Context: an optimization exercise on an open-source flow, tuned for small area, a short achievable clock period and few clock cycles per item. The choices shown serve that exercise and are no tape-out recipe.
Function was checked by simulation only, so behaviour that the tests miss may differ from the original.
No activity file was given, so power comes from the tool's default toggle rates.

## wip/umber
## wib_expander
module wib_expander (
    input  wire        clk,
    input  wire        rst,         
    input  wire        in_valid,
    output wire        in_ready,
    input  wire [63:0] in_data,
    output wire        out_valid,
    input  wire        out_ready,
    output wire [63:0] out_data,
    output wire        out_last     
);
    reg  [3:0]  ph;         
    reg         hdr;        
    reg  [1:0]  hcnt;       
    reg  [2:0]  grp;        
    reg  [15:0] x, y;       
    wire [15:0] c0 = in_data[15:0];
    wire [15:0] c1 = in_data[31:16];
    wire [15:0] c2 = in_data[47:32];
    wire [15:0] c3 = in_data[63:48];
    assign out_valid = in_valid & ~hdr;
    assign in_ready  = hdr | (out_ready & ~ph[2]);
    assign out_last  = ph[3] & (grp == 3'd7);
    wire [15:0] s0 = ({16{ph[0]}} & c0) | ({16{ph[1]}} & x)  | ({16{ph[2]}} & y)  | ({16{ph[3]}} & c1);
    wire [15:0] s1 = ({16{ph[0]}} & c1) | ({16{ph[1]}} & c0) | ({16{ph[2]}} & x)  | ({16{ph[3]}} & c2);
    wire [15:0] s2 = ({16{ph[0]}} & c2) | ({16{ph[1]}} & c1) | ({16{ph[2]}} & c0) | ({16{ph[3]}} & c3);
    wire [47:0] d = {s2, s1, s0};
    assign out_data = {4'h0, d[47:36], 4'h0, d[35:24], 4'h0, d[23:12], 4'h0, d[11:0]};
    wire out_fire = in_valid & ~hdr & out_ready;
    always @(posedge clk) begin
        if (in_valid & out_ready) begin
            x <= c3;
            y <= c2;
        end
    end
    always @(posedge clk) begin
        if (rst) begin
            ph   <= 4'b0001;
            hdr  <= 1'b1;
            hcnt <= 2'd3;
            grp  <= 3'd0;
        end else begin
            if (hdr) begin
                if (in_valid) begin
                    hcnt <= hcnt - 2'd1;
                    if (hcnt == 2'd0)
                        hdr <= 1'b0;
                end
            end else if (out_fire) begin
                ph <= {ph[2:0], ph[3]};
                if (ph[3]) begin
                    grp <= grp + 3'd1;
                    if (grp[1:0] == 2'd3) begin
                        hdr  <= 1'b1;
                        hcnt <= grp[2] ? 2'd3 : 2'd1;
                    end
                end
  ...
For scale: roughly 270 cells after synthesis.
==> flow/config.mk <==
export PLATFORM = sky130hd
export DESIGN_NAME = wib_expander
export DESIGN_NICKNAME = wib_expander
export VERILOG_FILES = /design/flow/design.v
export SDC_FILE = /design/flow/constraint.sdc
export NUM_CORES = 4
export LEC_CHECK = 0
export ABC_CLOCK_PERIOD_IN_PS = 2000
export CAP_MARGIN = 20
export CORE_MARGIN = 2
export CORE_UTILIZATION = 40
export SETUP_SLACK_MARGIN = 1.7
export SLEW_MARGIN = 20
==> flow/constraint.sdc <==
create_clock -name core_clock -period 4.0 [get_ports {clk}]
set_input_delay 0.8000 -clock core_clock [delete_from_list [all_inputs] [get_ports {clk}]]
set_output_delay 0.8000 -clock core_clock [all_outputs]
set_load 0.01 [all_outputs]
standard.sh (not shown) runs the stock make flow with config.mk's settings and CLKGATE_MAP_FILE= SYNTH_SCRIPT=/design/flow/synth_recipe.tcl, a recipe that flattens the netlist after the stock synthesis.
==> flow/flow/run.sh <==
#!/bin/bash
# Standard layout, with the port buffers that buffer_ports inserts made of
# sky130_fd_sc_hd__buf_1 instead of the cell it picks by default, and the
# constant outputs left on the one tie cell that synthesis gives them.
set -euo pipefail
export BUFFER_PORTS_ARGS="-buffer_cell sky130_fd_sc_hd__buf_1"
export SKIP_REPAIR_TIE_FANOUT=1
bash standard.sh > standard.log 2>&1
Every stage of the flow completed for wip/umber, and the final layout passed the timing, DRC and antenna checks.
Testbench counts of wip/umber, summed over its fixed seeds: cycles 19,456, frames 512.
What wip/violet does differently from wip/umber at the input level:
Settings: a deleted ABC_CLOCK_PERIOD_IN_PS that had been 2000; a change of SETUP_SLACK_MARGIN from 1.7 to 1.55.
--- outcome ---
In terms of worst hold slack, wip/umber and wip/violet differ only marginally.
| number of levels in the clock H-tree | wip/violet vs wip/umber | ≈ equal |
Lower initial DRC count among wip/umber and wip/violet: wip/violet
Of wip/umber and wip/violet, the run reporting the higher non-clock buffer count was wip/umber.
[inputs] wip/raven vs wip/violet
==> flow/flow/run.sh <==
#!/bin/bash
# Standard layout, with the port buffers that buffer_ports inserts made of
# sky130_fd_sc_hd__buf_1 instead of the cell it picks by default.
set -euo pipefail
export BUFFER_PORTS_ARGS="-buffer_cell sky130_fd_sc_hd__buf_1"
bash standard.sh > standard.log 2>&1
Results
- First-iteration DRC count in wip/raven vs wip/violet: down 19%
- Re global-route usage: wip/raven and wip/violet aren't equal, and the lower value belongs to wip/raven.
- Run comparison: wip/raven capturing instance or port of the critical path out_data[24]; wip/violet capturing instance or port of the critical path out_data[35]
- Looking at wip/raven and wip/violet, the combinational cell power is a wash.
- Diff wip/violet -> wip/raven: portion of the layout cell area used by non-clock buffers went down, overall power saw an increase.
- wip/raven finished every stage and its layout cleared the timing, DRC and antenna checks.
Relative to wip/raven, the following input files were edited for wip/indigo:
Settings: SETUP_SLACK_MARGIN changed from 1.55 to 1.63.
diff --git a/flow/flow/run.sh b/flow/flow/run.sh
--- a/flow/flow/run.sh
+++ b/flow/flow/run.sh
@@ -3 +3,2 @@
-# sky130_fd_sc_hd__buf_1 instead of the cell it picks by default.
+# sky130_fd_sc_hd__buf_1 instead of the cell it picks by default, and the
+# constant outputs left on the one tie cell that synthesis gives them.
@@ -5,0 +7 @@
+export SKIP_REPAIR_TIE_FANOUT=1
Notes after the runs:
wip/indigo completed end to end with timing, DRC and antenna clean. Between wip/indigo and wip/raven, the combinational power does not differ in any meaningful way. wip/indigo vs. wip/raven: post-route minimum period now smaller, via count has increased. Final wirelength for wip/indigo: 9.9% up relative to wip/raven. For the fraction of met2 tracks used by global routing, wip/indigo came in 1.6 points higher than wip/raven did. The power of wip/indigo falls short of that of wip/raven by about 3%. Comparing the two runs side by side, wip/indigo comes out behind wip/raven on wire length of the first global-routing pass. wip/indigo reports a lower leakage dissipation than wip/raven does. For final area, wip/indigo and wip/raven come out practically identical. In the metrics for wip/raven and wip/indigo, the one carrying the higher final worst hold slack is wip/raven. Min transition at the pin with the smallest max-transition slack across wip/raven and wip/indigo: wip/indigo.
Inputs modified between wip/indigo and wip/onyx:
Settings: GPL_TIMING_DRIVEN newly set to 0; SETUP_SLACK_MARGIN changed from 1.63 to 1.7.
### Flow results
- The final layout from wip/onyx, which completed every stage, passed the timing, DRC and antenna checks at the end of the flow.
- Compared with wip/indigo, in wip/onyx initial detailed-routing violation count went up by 55%; setup slack at placement went up by 0.12 ns; fmax was more or less identical.
- wip/onyx and wip/indigo ended up with roughly the same final worst-path setup slack.
- Per the comparison of wip/onyx with wip/indigo, source-to-sink clock delay at the later pin of the worst-skew pair neither gained nor lost much; design area +about 6%; worst clock skew shrank by 0.0034 ns.

static timing again, ports no longer ideal:
How much do the figures lean on ideal ports? The routed layouts below were timed once more, with nothing changed but the port constraints.
Step 1 sets driving cells, clkbuf_16 on the clock port and buf_2 on the other inputs (assumed; they add their load-dependent delay and slew).
Step 2 times the ports against the registers' clock, not the clock port: input delays grow and output delays shrink by t, the midpoint of the rising clock arrivals with the driver on.
a / b / c = ideal / step 1 / step 2; a / b = the first two.
run	t, ns	slack for setup (ns)	slew at the worst register clock pin (ns)
wip/umber	0.319	1.838 / 1.809 / 1.812	0.09 / 0.09
wip/violet	0.315	1.709 / 1.681 / 1.771	0.08 / 0.08
wip/raven	0.317	1.699 / 1.671 / 1.756	0.08 / 0.08
wip/indigo	0.317	1.739 / 1.711 / 1.770	0.08 / 0.08
wip/onyx	0.322	1.742 / 1.711 / 1.784	0.08 / 0.08
After both steps setup and hold are still met in every run listed. The setup slack of wip/umber, which loses most, moves by -0.029 ns with the drivers and by -0.026 ns with both steps.
